Context: an optimization exercise on an open-source flow, tuned for small area, a short achievable clock period and few clock cycles. The choices shown serve that exercise and are no tape-out recipe.
Where RTL was checked, it was by simulation tests only, not by an equivalence proof against the original.
For run 1, only the layout was checked, not whether the RTL still works.
Power is estimated from default activity; no workload was simulated.

===== config.mk =====
export PLATFORM = sky130hd
export DESIGN_NAME = pix_decoder
export DESIGN_NICKNAME = pix_decoder
export VERILOG_FILES = /design/flow/design.v
export SDC_FILE = /design/flow/constraint.sdc
export NUM_CORES = 4
export LEC_CHECK = 0
export ABC_CLOCK_PERIOD_IN_PS = 2500
export CAP_MARGIN = 20
export CORE_MARGIN = 2
export CORE_UTILIZATION = 40
export CTS_BUF_LIST = sky130_fd_sc_hd__clkbuf_8
export CTS_CLUSTER_SIZE = 30
export SETUP_SLACK_MARGIN = 5
export SLEW_MARGIN = 20

===== constraint.sdc =====
create_clock -name core_clock -period 10.0 [get_ports {clk}]
set_input_delay 2.0000 -clock core_clock [delete_from_list [all_inputs] [get_ports {clk}]]
set_output_delay 2.0000 -clock core_clock [all_outputs]
set_load 0.01 [all_outputs]

===== design.v =====
module pix_decoder #(
    parameter W = 8,
    parameter H = 8
) (
    input  wire        clk,
    input  wire        rst,
    input  wire        start,
    input  wire [8:0]  plen,
    input  wire [15:0] ilen,
    output reg         busy,
    input  wire        pal_valid,
    input  wire [23:0] pal_data,
    output reg         pal_ready,
    input  wire        in_valid,
    input  wire [7:0]  in_data,
    output reg         in_ready,
    output reg         pix_valid,
    output reg  [23:0] pix_data,
    input  wire        pix_ready,
    output reg         done,
    output wire        err,
    output wire [7:0]  errcode,
    output wire [3:0]  bpp,
    output wire [8:0]  skipcnt,
    output reg  [19:0] trailbits
);
    localparam NMAX = W * H;
    localparam IW   = (NMAX > 1) ? $clog2(NMAX) : 1;    
    localparam CW   = $clog2(NMAX + 1);                   
    function [3:0] bits_per_pixel;
        input [8:0] n;
        integer k;
        begin
            bits_per_pixel = 4'd1;
            for (k = 1; k <= 8; k = k + 1)
                if (n > (1 << (k - 1)))
                    bits_per_pixel = k[3:0];
        end
    endfunction
    reg          err_r;           
    reg          e_empty;         
    reg          e_bad;           
    reg  [2:0]   b;               
    reg  [CW-1:0] skip;
    reg  [CW-1:0] plen_r;
    reg  [CW-1:0] pal_cnt;        
    reg  [IW-1:0] r;              
    reg  [15:0]  bytes_left;      
    reg  [CW-1:0] nissued;        
    assign err       = err_r;
    assign errcode   = {1'b0, e_bad, e_empty, e_empty, 2'b00, err_r, e_empty};
    assign bpp       = {1'b0, b};
    assign skipcnt   = {{(9-CW){1'b0}}, skip};
    reg  [24*NMAX-1:0] ring;
    reg  [7:0]   bb0, bb1, bb2;
    reg  [1:0]   bcnt;
    reg  [2:0]   p;               
    reg          v1;
    reg          blk1;
    reg  [IW-1:0] sel1;           
    reg  [IW-1:0] idx1;           
    wire accept    = start && !busy;
    wire plen_bad  = (plen > NMAX);
    wire plen_zero = (plen == 9'd0);
    wire plen_ok   = !plen_bad && !plen_zero;
    wire take_pal  = pal_valid && pal_ready;
    wire take_byte = in_valid && in_ready;
    wire all_issued = (nissued == NMAX);
    wire stream_end = (bytes_left == 16'd0);
    wire [3:0] pb      = {1'b0, p} + {1'b0, b};
    wire       have_win = (bcnt[1]) || (bcnt == 2'd1 && pb <= 4'd8);
    wire [15:0] w16    = {bb1, bb0} >> p;
    wire [5:0] wmask   = (6'd1 << b) - 6'd1;
    wire [5:0] v       = w16[5:0] & wmask;
    wire       v_in    = ({1'b0, v} < plen_r);
    wire adv1      = !pix_valid || pix_ready;
    wire byp       = !blk1 && ({1'b0, idx1} == pal_cnt) && take_pal;
    wire ready1    = blk1 || ({1'b0, idx1} < pal_cnt) || byp;
    wire load1     = v1 && ready1 && adv1;
    wire slot_free = !v1 || load1;
    wire issue     = busy && !all_issued && slot_free && (have_win || stream_end);
    wire consume   = issue && have_win;
    wire pop       = consume && pb[3];
    wire push      = take_byte && !all_issued;
    wire [1:0] cnt_ap = bcnt - {1'b0, pop};
    reg  [23:0] ring_rd;
    integer k;
    always @(*) begin
        ring_rd = 24'h000000;
        for (k = 0; k < NMAX; k = k + 1)
            ring_rd = ring_rd | (ring[24*k +: 24] & {24{!blk1 && sel1 == k}});
    end
    wire [CW-1:0] pal_cnt_n  = pal_cnt + {{(CW-1){1'b0}}, take_pal};
    wire [15:0]   bytes_n    = bytes_left - {15'd0, take_byte};
    wire [CW-1:0] nissued_n  = nissued + {{(CW-1){1'b0}}, issue};
    wire [1:0]    bcnt_n     = cnt_ap + {1'b0, push};
    wire [IW-1:0] r_n        = r + 1'b1;
    wire pix_fin = all_issued && !v1 && adv1;
    wire pal_fin = (pal_cnt == plen_r) || (take_pal && (pal_cnt + 1'b1 == plen_r));
    wire fin     = busy && pix_fin && pal_fin && (bytes_n == 16'd0);
    always @(posedge clk) begin
        ring <= {ring[24*(NMAX-1)-1:0], take_pal ? pal_data : ring[24*NMAX-1 -: 24]};
    end
    always @(posedge clk) begin
        if (rst) begin
            busy      <= 1'b0;
            done      <= 1'b0;
            pal_ready <= 1'b0;
            in_ready  <= 1'b0;
            v1        <= 1'b0;
            pix_valid <= 1'b0;
        end else if (accept) begin
            done      <= !plen_ok;
            busy      <= plen_ok;
            err_r     <= !plen_ok;
            e_empty   <= plen_zero;
            e_bad     <= plen_bad;
            pal_ready <= plen_ok;
            in_ready  <= plen_ok && (ilen != 16'd0);
            if (plen_ok) begin
                b          <= bits_per_pixel(plen);
                plen_r     <= plen[CW-1:0];
                pal_cnt    <= {CW{1'b0}};
                r          <= {IW{1'b0}};
                bytes_left <= ilen;
                trailbits  <= {ilen, 3'b000};
                skip       <= {CW{1'b0}};
                nissued    <= {CW{1'b0}};
                bcnt       <= 2'd0;
                p          <= 3'd0;
            end
        end else begin
            r       <= r_n;
            pal_cnt <= pal_cnt_n;
            bytes_left <= bytes_n;
            nissued <= nissued_n;
            bcnt    <= bcnt_n;
            if (fin) begin
                busy <= 1'b0;
                done <= 1'b1;
            end
            pal_ready <= busy && !fin && (take_pal ? (pal_cnt + 1'b1 < plen_r)
                                                   : (pal_cnt < plen_r && r_n == pal_cnt[IW-1:0]));
            in_ready  <= busy && !fin && (bytes_n != 16'd0) && (all_issued || issue && nissued_n == NMAX || bcnt_n != 2'd3);
            if (consume) begin
                p         <= pb[2:0];
                trailbits <= trailbits - {17'd0, b};
                if (!v_in)
                    skip <= skip + 1'b1;
            end
            if (push && cnt_ap == 2'd0) bb0 <= in_data;
            else if (pop)               bb0 <= bb1;
            if (push && cnt_ap == 2'd1) bb1 <= in_data;
            else if (pop)               bb1 <= bb2;
            if (push && cnt_ap == 2'd2) bb2 <= in_data;
            if (issue) begin
                v1   <= 1'b1;
                blk1 <= !have_win || !v_in;
                sel1 <= r - v;
                idx1 <= v;
            end else begin
                if (load1) v1 <= 1'b0;
                sel1 <= sel1 + 1'b1;
            end
            if (adv1)
                pix_valid <= load1;
            if (load1)
                pix_data <= byp ? pal_data : ring_rd;
        end
    end
endmodule

===== run.sh =====
#!/bin/bash
# synth_recipe.tcl (not shown) runs the flow's synth.tcl, then flattens the netlist and writes it again
# the make line also repeats each setting of config.mk as NAME=value (left out here)
make -C /OpenROAD-flow-scripts/flow DESIGN_CONFIG=/design/flow/config.mk WORK_HOME=/design/flow/orfs CLKGATE_MAP_FILE= SYNTH_SCRIPT=/design/flow/synth_recipe.tcl finish

==> out/qor.yml, run 1 <==
sta:
  hold_viol: 0
  hold-worst-slack_ps: 298
  fmax_mhz: 212
  setup_viol: 0
  slew_headroom: 0.106
  finalMaxSlewViolations: 0
  setup_tns_ps: 0
  tightestPinTransition_ps: 1340
  rsz0062_at_grt: "false"
  fin_crit_ps: 4720
  finClkSkew_ps: 81.9
  fin_crit_sh: 0.472
worst_hold_path:
  hold_path_end: "ring[1342]$_DFF_P_"
  holdCritStartpoint: "ring[1318]$_DFF_P_"
  min_path_cells: 0
  hold_path_class: "register to register"
pwr:
  pwr-share-comb: 0.022
  power_leakage_nw: 22.7
  power_frac_clock: 0.440
  internal_power_w: 0.00984
  switching_share: 0.231
  total_power_w: 0.0128
  ir_worst_vdd_uv: 152
  power_density_nw_per_um2: 218
  seq_power_share: 0.538
  switching_power_w: 0.00296
final_layout:
  seq_area_sq_um: 35100
  fill_cells: 11000
  area_growth_pct: 17.2
  multi_input_area_sq_um: 14100
  final_util: 0.473
  drive_above_1_share: 0.140
  fin_nets: 4363
global_route:
  grt_pass1_vias: 35700
  grt_overflow: 0
  grt_util_all_layers: 0.283
  grt_pass1_wl_um: 258000
  grt_max_degree: 137
  antenna_found_initial: 11
die:
  start_util: 0.404
  design.core.area_sq_um: 124000
  io_pins: 134
  die_h_um: 358
  rows: 129
  dieArea_sq_um: 128000
  die_w_um: 358
route:
  ant_nets: 0
  vias: 36800
  detail_route.wl_per_cell_um: 30.4
  vias_per_cell: 6.03
  drt_iter0_markers: 5389
  dr.pass1.iters: 8
  routed_wl_um: 186000
  drc_errors: 0
critical_path:
  critical_path_class: "input pin to register"
  crit_chain: "clkdlybuf4s50_1 > nand2_1 > or3_2 > o2111ai_1 > nand2_1 > or3_1 > inv_1 > ha_1 > xor2_1 > nor3b_2 > inv_1 > a21oi_2"
  rr_endpoint: "bb1[3]$_DFFE_PP_"
  reg2reg_slack_ps: 5760
  required_ps: 10550
  crit_path_end_kind: "register"
  worstReg2RegStart: "p[0]$_SDFFCE_PP0P_"
  worstPathArrival_ps: 5270
  ff2ff_path_depth: 13
  startpoint_type: "input pin"
  critPathMaxFanout: 9
  critPathSlowestCell: "nor3b_2"
  critPathMaxStageDelay_ps: 570
clocking:
  max-clock-path-buffers: 3
  cts_tree: "done"
  htree_num_levels: 4
  cts_sinks: 1684
  insertion_delay_ps: 980
  cts_root_buf: "clkbuf_8"
  cts_hold_buf: 0
  cts_resized: 0
  numCtsBuffers: 238
  path_clk_slew_ps: 70
  postCtsSetupRepairBufs: 0
synth:
  synth-seq-cells: 1684
  ys_types: 73
  synth_async_sr_flop_share: 0
  synth_area_sq_um: 50100
  synth.avg_cell_area_sq_um: 12.5
  synth_warnings: 1
  synth_cells: 4015
  synth_edf_count: 142
  synth-main-ff-cell: "dfxtp_1"
  ys_seq_area_frac: 0.701
place:
  place_congestion: 0.881
  dp.final_hpwl_um: 110000
  io_buffers: 127
run:
  cap_violations: 0
outcome:
  outcome: "finished clean"
## Yosys cell counts (30+ instances only)
master	count	area (sq um)
nand3_1	415	2080
or4_1	31	233
nor2_1	137	514
buf_2	83	415
mux2_2	41	462
ha_1	51	638
dfxtp_1	1542	30900
nor4_1	39	244
inv_1	41	154
and3_1	160	1000
a21oi_1	83	415
a22oi_1	459	3450
a2111oi_0	42	368
clkbuf_1	121	454
xnor2_1	34	298
edfxtp_1	142	4260
nand2_1	30	113
nand4_1	197	1230
nor3_1	40	200
## power by group through the flow
stage / Combinational (W) / Sequential, W / Clock, W
2_1_floorplan: 0.000143 / 0.00702 / 0
3_3_place_gp: 0.000272 / 0.00703 / 0
3_5_place_dp: 0.000275 / 0.00703 / 0
4_1_cts: 0.000276 / 0.00689 / 0.00564
5_1_grt: 0.000296 / 0.00689 / 0.00595
6_report: 0.000284 / 0.00689 / 0.00562
## worst max-delay path by stage
stage	startpoint	to	slack [ps]	cells past startpoint
4_1_cts	pal_valid	bb1[3]$_DFFE_PP_	5100	12
2_1_floorplan	pal_valid	bb1[0]$_DFFE_PP_	5130	12
5_1_grt	pal_valid	bb1[3]$_DFFE_PP_	5040	12
3_3_place_gp	pal_valid	bb1[5]$_DFFE_PP_	4230	12
6_report	pal_valid	bb1[3]$_DFFE_PP_	5280	12
3_5_place_dp	pal_valid	bb1[5]$_DFFE_PP_	4120	12
## routing by layer
metal | GRT usage | wire, um | part of all wire
met1 | 0.383 | 74900 | 0.40
met2 | 0.423 | 79600 | 0.43
met3 | 0.0758 | 22800 | 0.12
met4 | 0.130 | 8250 | 0.044
met5 | 0 | 37 | 0.00020
## area by class of cell
cell class	count	share of cell area
timing repair buffer	225	0.0360
inverter	43	0.00275
tap	1637	0.0349
multi-input combinational	2054	0.240
clock buffer	306	0.0718
clock inverter	136	0.0152
sequential	1684	0.599
antenna	14	0.000597
## cells by family (layout without fill, tap and decap cells)
group | Yosys count | in the layout | share of synthesized area
adders and majority gates | 54 | 54 | 0.0139
muxes | 59 | 59 | 0.0148
xor gates and xnor gates | 63 | 63 | 0.0110
DFF | 1684 | 1684 | 0.701
buffers and inverters | 282 | 710 | 0.0257
other | 1 | 20 | 0.0000749
and+or+nand+nor | 1182 | 1182 | 0.132
AOI/OAI and AO/OA | 690 | 690 | 0.101
## worst max-delay path, delay by kind of cell
kind | cells | cell delay [ps]
and+or+nand+nor | 5 | 1770
buffers and inverters | 3 | 670
AOI/OAI and AO/OA | 2 | 550
xor gates and xnor gates | 1 | 120
adders and majority gates | 1 | 150
## placed cells by master (no fill, tap or decap), types with 12 or more instances in the layout
master           Yosys  routed
a2111oi_0           42      42
a21oi_1             83      81
a222oi_1            15      15
a22oi_1            459     459
and2_1              12      12
and3_1             160     156
buf_4               13      90
clkbuf_8             0     306
clkdlybuf4s50_1      0     127
clkinv_2             0      33
dfxtp_1           1542    1542
diode_2              0      14
edfxtp_1           142     142
ha_1                51      51
inv_1               41     117
mux2_2              41      41
nand2_1             30      30
nand3_1            415     415
nand4_1            197     197
nor2_1             137      94
nor2_2              22      24
nor2_4               0      41
nor3_1              40      37
nor4_1              39      39
o21ai_0             19      19
or3_1               15      13
or4_1               31      31
xnor2_1             34      34
xor2_1              29      29
## through the flow
stage | worst slack (ps) | cell area, sq um | std cells
2_1_floorplan | 5130 | 50100 | 4020
3_3_place_gp | 4230 | 53400 | 5637
3_5_place_dp | 4120 | 53500 | 5640
4_1_cts | 5100 | 58600 | 6082
5_1_grt | 5040 | 58700 | 6090
6_report | 5280 | 58700 | 6099
## sequential cells by signal, indices dropped and copies added (netlist names), 2 cells and up
register / flops
trailbits: 20
bcnt: 2
pix_data: 24
bytes_left: 16
r: 6
bb0: 8
plen_r: 7
p: 3
sel1: 6
bb2: 8
skip: 7
idx1: 6
b: 3
nissued: 7
bb1: 8
ring: 1536
pal_cnt: 7
==> run 2, diff against run 1 <==
--- a/design.v
+++ b/design.v
@@ -52,4 +52,6 @@
     assign bpp       = {1'b0, b};
     assign skipcnt   = {{(9-CW){1'b0}}, skip};
+    reg  [23:0]  pal_d_r;
+    reg          take_r;
     reg  [24*NMAX-1:0] ring;
     reg  [7:0]   bb0, bb1, bb2;
@@ -58,6 +60,5 @@
     reg          v1;
     reg          blk1;
-    reg  [IW-1:0] sel1;           
-    reg  [IW-1:0] idx1;           
+    reg  [IW-1:0] sel1;
     wire accept    = start && !busy;
     wire plen_bad  = (plen > NMAX);
@@ -74,10 +75,9 @@
     wire [5:0] v       = w16[5:0] & wmask;
     wire       v_in    = ({1'b0, v} < plen_r);
+    wire       v_have  = ({1'b0, v} < pal_cnt);
     wire adv1      = !pix_valid || pix_ready;
-    wire byp       = !blk1 && ({1'b0, idx1} == pal_cnt) && take_pal;
-    wire ready1    = blk1 || ({1'b0, idx1} < pal_cnt) || byp;
-    wire load1     = v1 && ready1 && adv1;
-    wire slot_free = !v1 || load1;
-    wire issue     = busy && !all_issued && slot_free && (have_win || stream_end);
+    wire slot_free = !v1 || adv1;
+    wire issue     = busy && !all_issued && slot_free &&
+                     (have_win ? (!v_in || v_have) : stream_end);
     wire consume   = issue && have_win;
     wire pop       = consume && pb[3];
@@ -97,8 +97,8 @@
     wire [IW-1:0] r_n        = r + 1'b1;
     wire pix_fin = all_issued && !v1 && adv1;
-    wire pal_fin = (pal_cnt == plen_r) || (take_pal && (pal_cnt + 1'b1 == plen_r));
-    wire fin     = busy && pix_fin && pal_fin && (bytes_n == 16'd0);
+    wire fin     = busy && pix_fin && (pal_cnt_n == plen_r) && (bytes_n == 16'd0);
     always @(posedge clk) begin
-        ring <= {ring[24*(NMAX-1)-1:0], take_pal ? pal_data : ring[24*NMAX-1 -: 24]};
+        pal_d_r <= pal_data;
+        ring    <= {ring[24*(NMAX-1)-1:0], take_r ? pal_d_r : ring[24*NMAX-1 -: 24]};
     end
     always @(posedge clk) begin
@@ -108,4 +108,5 @@
             pal_ready <= 1'b0;
             in_ready  <= 1'b0;
+            take_r    <= 1'b0;
             v1        <= 1'b0;
             pix_valid <= 1'b0;
@@ -118,9 +119,10 @@
             pal_ready <= plen_ok;
             in_ready  <= plen_ok && (ilen != 16'd0);
+            take_r    <= 1'b0;
             if (plen_ok) begin
                 b          <= bits_per_pixel(plen);
                 plen_r     <= plen[CW-1:0];
                 pal_cnt    <= {CW{1'b0}};
-                r          <= {IW{1'b0}};
+                r          <= {IW{1'b1}};
                 bytes_left <= ilen;
                 trailbits  <= {ilen, 3'b000};
@@ -131,4 +133,5 @@
             end
         end else begin
+            take_r  <= take_pal;
             r       <= r_n;
             pal_cnt <= pal_cnt_n;
@@ -140,6 +143,5 @@
                 done <= 1'b1;
             end
-            pal_ready <= busy && !fin && (take_pal ? (pal_cnt + 1'b1 < plen_r)
-                                                   : (pal_cnt < plen_r && r_n == pal_cnt[IW-1:0]));
+            pal_ready <= busy && !fin && (pal_cnt_n < plen_r) && (r_n == pal_cnt_n[IW-1:0] - 1'b1);
             in_ready  <= busy && !fin && (bytes_n != 16'd0) && (all_issued || issue && nissued_n == NMAX || bcnt_n != 2'd3);
             if (consume) begin
@@ -158,13 +160,13 @@
                 blk1 <= !have_win || !v_in;
                 sel1 <= r - v;
-                idx1 <= v;
             end else begin
-                if (load1) v1 <= 1'b0;
+                if (adv1) v1 <= 1'b0;
                 sel1 <= sel1 + 1'b1;
             end
-            if (adv1)
-                pix_valid <= load1;
-            if (load1)
-                pix_data <= byp ? pal_data : ring_rd;
+            if (adv1) begin
+                pix_valid <= v1;
+                if (v1)
+                    pix_data <= ring_rd;
+            end
         end
     end
==> config.mk (replaced) <==
export PLATFORM = sky130hd
export DESIGN_NAME = pix_decoder
export DESIGN_NICKNAME = pix_decoder
export VERILOG_FILES = /design/flow/design.v
export SDC_FILE = /design/flow/constraint.sdc
export NUM_CORES = 4
export LEC_CHECK = 0
export CAP_MARGIN = 20
export CORE_MARGIN = 2
export CORE_UTILIZATION = 40
export SLEW_MARGIN = 20
==> run 2 against run 1 <==
Against the previous run: combinational power shrank 27%; power grew 4.8%; critical endpoint is now bb1[0]$_DFFE_PP_; synthesized cell count down 6.4%; critical path depth rose by 6; flip-flop and latch count grew 19; worst setup slack worse by 1100 ps; core utilization is 0.31 points higher; wire length is 9.0% lower.
==> out/qor.yml, run 2 <==
outcome:
  outcome: "finished clean"
final_layout:
  drive_above_1_share: 0.116  # -0.0244
  reg_top3: "ring: 1536 flops, pal_d_r: 24 flops, pix_data: 24 flops"
  area_growth_pct: 18.6
  largest_register_ffs: 1536  # unchanged
  top_register: "ring"
  final_common_cell: "dfxtp_1"
  fin_area_sq_um: 57800  # -1.5%
  fill_cells: 10700  # -2.9%
  final_cell_mix: "dfxtp_1 (1566), a22oi_1 (763), nand2_1 (247)"
  fin_nets: 4061  # -6.9%
  seq_area_sq_um: 35500  # +0.92%
  multi_input_area_sq_um: 12800  # -9.3%
synth:
  synth-main-ff-cell: "dfxtp_1"
  synth.most_common_cell: "dfxtp_1"
  synth.largest_area_cell: "dfxtp_1"
  ys_seq_area_frac: 0.728  # +0.0266
  synth.top_cells.by_area: "dfxtp_1 (64%), a22oi_1 (12%), edfxtp_1 (8.4%), nand2_1 (1.9%), nand4_1 (1.4%)"
  synth_async_sr_flop_share: 0  # unchanged
  synth.avg_cell_area_sq_um: 13.0  # +3.9%
  synth_warnings: 1  # unchanged
  synth-seq-cells: 1703  # +1.1%
  synth_edf_count: 136  # -4.2%
  synth_cells: 3757  # -6.4%
  synth_area_sq_um: 48700  # -2.8%
  synth_common_cells: "dfxtp_1 (1567), a22oi_1 (763), nand2_1 (247)"
  synth_top_area_frac: 0.644  # +0.0279
  ys_types: 74  # +1.4%
critical_path:
  crit_chain: "or3_1 > ha_1 > nor3_1 > a21oi_1 > o21ai_0 > nand2_1 > inv_1 > ha_1 > nand4b_1 > nor2_1 > o311ai_0 > o2111ai_1 > o21ai_0 > inv_1 > ha_1 > nor4_2 > inv_1 > a21oi_1"
  critPathMaxStageDelay_ps: 810  # +240 ps
  critPathMaxFanout: 9  # unchanged
  critical_path_class: "register to register"
  cp_top_family: "compound AO/OA/AOI/OAI gates"
  required_ps: 10390  # -160 ps
  critPathSlowestCell: "nor4_2"
  crit_buf_inv: 3  # unchanged
  worstPathArrival_ps: 6160  # +890 ps
  startpoint_type: "register"
  crit_path_end_kind: "register"
global_route:
  grt_overflow: 0  # unchanged
  grt_pass1_wl_um: 236000  # -8.6%
  antenna_found_initial: 4  # -7
  grt_util_all_layers: 0.263  # -0.0207
  grt_pass1_vias: 32700  # -8.4%
  grt_max_degree: 48  # -65%
place:
  io_buffers: 127  # unchanged
  dp.final_hpwl_um: 101000  # -7.9%
  dpl-instance-area_sq_um: 52300  # -2.2%
  place_congestion: 0.884  # +0.33%
sta:
  fmax_mhz: 173  # -18%
  tightestPinTransition_ps: 1070  # -266 ps
  fin_crit_ps: 5770  # +1050 ps
  setup_viol: 0  # unchanged
  setup_tns_ps: 0  # unchanged
  fin_crit_sh: 0.577  # +0.105
  rsz0062_at_grt: "false"
  finClkSkew_ps: 28.9  # -52.9 ps
  finalMaxSlewViolations: 0  # unchanged
  slew_headroom: 0.285  # +0.178
  hold_viol: 0  # unchanged
clocking:
  max-clock-path-buffers: 3  # unchanged
  cts_tree: "done"
  cts_root_buf: "clkbuf_16"
  cts_sinks: 1703  # +1.1%
  postCtsSetupRepairBufs: 0  # unchanged
  path_clk_slew_ps: 70  # about the same
  cts_resized: 0  # unchanged
  htree_num_levels: 4  # unchanged
  insertion_delay_ps: 770  # -210 ps
  numCtsBuffers: 161  # -32%
  cts_hold_buf: 0  # unchanged
die:
  die_h_um: 353  # -1.4%
  dieArea_sq_um: 125000  # -2.7%
  rows: 128  # -0.78%
  start_util: 0.402  # -0.00238
  design.core.area_sq_um: 121000  # -2.2%
  io_pins: 134  # unchanged
  die_w_um: 353  # -1.4%
route:
  detail_route.wl_per_cell_um: 29.6  # -2.8%
  routed_wl_um: 169000  # -9.0%
  vias: 33200  # -9.8%
  dr.pass1.iters: 8  # unchanged
  drc_errors: 0  # unchanged
  vias_per_cell: 5.80  # -3.7%
  ant_nets: 0  # unchanged
  drt_iter0_markers: 4809  # -11%
worst_hold_path:
  hold_path_class: "register to register"
run:
  cap_violations: 0  # unchanged
pwr:
  ir_worst_vdd_uv: 168  # +11%
  power_leakage_nw: 22.0  # -2.7%
  power_density_nw_per_um2: 232  # +6.4%
[run 2: cell count changes after synthesis, moves of 22 or more]
cell	before	now
nand3_1	415	35
a22oi_1	459	763
nand2_1	30	247
and3_1	160	14
nand4_1	197	107
a2111oi_0	42	6
a21oi_1	83	48
nor3_1	40	72
buf_2	83	52
dfxtp_1	1542	1567
or4_1	31	8
nor2_2	22	0
[run 2: kinds of logic (layout without fill, tap and decap cells)]
family / count (synthesis) / after routing / share of synthesized area
muxes: 62 / 62 / 0.0149
and+or+nand+nor: 765 / 765 / 0.0780
AOI/OAI and AO/OA: 890 / 890 / 0.135
other: 1 / 7 / 0.0000770
xor gates and xnor gates: 63 / 63 / 0.0116
buffers and inverters: 226 / 552 / 0.0203
DFF: 1703 / 1703 / 0.728
adders and majority gates: 47 / 47 / 0.0125
[run 2: final cells by class]
type	instances	share of cell area
clock inverters	61	0.0112
diodes	1	0.0000433
multi-input cells	1833	0.221
inverters	52	0.00338
repair buffers	200	0.0315
clock buffers	239	0.0839
flip-flops and latches	1703	0.614
well taps	1625	0.0352
[run 2: where the power goes]
part	leakage, nW	switching [W]	internal, W
Sequential	13.9	0.0000324	0.00690
Combinational	5.43	0.000127	0.0000784
Clock	2.70	0.00267	0.00359
Total	22.0	0.00283	0.0106
[run 2: path summary, 6_finish.rpt]
path | startpoint | endpoint | slack, ps | cells past startpoint
setup / recovery | b[1]$_SDFFCE_PN0P_ | bb1[0]$_DFFE_PP_ | 4230 | 18
hold / removal | ring[1225]$_DFF_P_ | ring[1249]$_DFF_P_ | 330 | 0
setup reg to reg | b[1]$_SDFFCE_PN0P_ | bb1[0]$_DFFE_PP_ | 4230 | 18
hold reg to reg | ring[1225]$_DFF_P_ | ring[1249]$_DFF_P_ | 330 | 0
[run 2: stage by stage]
| stage | hold slack, ps | worst slack, ps | std cells | power, W | utilization |
|---|---|---|---|---|---|
| floorplan | 323 | 4690 | 3762 | 0.00718 | - |
| global placement | 332 | 4320 | 5413 | 0.00729 | 0.431 |
| detailed placement | 336 | 4240 | 5413 | 0.00729 | 0.431 |
| CTS | 331 | 4240 | 5713 | 0.0134 | 0.477 |
| global route | 334 | 3820 | 5713 | 0.0137 | 0.477 |
| finish | 333 | 4230 | 5714 | 0.0134 | 0.477 |
[run 2: worst reg2reg max path, cell delays in order, from the launching register on]
cell,delay (ps)
edfxtp_1,520
or3_1,470
ha_1,280
nor3_1,150
a21oi_1,50
o21ai_0,180
nand2_1,130
inv_1,110
ha_1,250
nand4b_1,110
nor2_1,80
o311ai_0,100
o2111ai_1,340
o21ai_0,630
inv_1,100
ha_1,340
nor4_2,810
inv_1,100
a21oi_1,640
[run 2: layer usage]
metal / vias to the layer above / GRT usage / part of all wire
li1: 14200 / - / -
met1: 16400 / 0.362 / 0.42
met2: 2143 / 0.405 / 0.44
met3: 435 / 0.0496 / 0.098
met4: 0 / 0.110 / 0.041
met5: - / 0 / 0
Testbench counts of run 2, summed over its fixed seeds: cycles 32,020.

## separate check: timing with driven ports
Ports are ideal in the flow. The routed layouts listed here were re-timed in OpenROAD. Step 1, drivers: a clkbuf_16 drives clk and a buf_2 each remaining input, both assumed. Step 2 adds t to the input delays and takes it off the output delays; t is the mean of the earliest and latest rising clock arrival at the registers after step 1. Input paths then give back, and output paths get back, about the clock's delay inside the block. a / b / c = ideal / step 1 / step 2; a / b = the first two.
| run | shift t [ns] | setup slack, ns | hold slack, ns | clock arrival spread, ns | worst slew at a driven data input, ns |
|---|---|---|---|---|---|
| run 1 | 1.012 | 5.285 / 5.326 / 4.315 | 0.298 / 0.298 / 0.298 | 0.089 / 0.089 | 0.10 |
| run 2 | 0.831 | 4.232 / 4.232 / 4.232 | 0.333 / 0.333 / 0.333 | 0.037 / 0.036 | 0.06 |
After both steps every run listed still meets setup and hold. The setup slack of run 1, which loses most, moves by +0.041 ns with the drivers and by -0.970 ns with both steps.
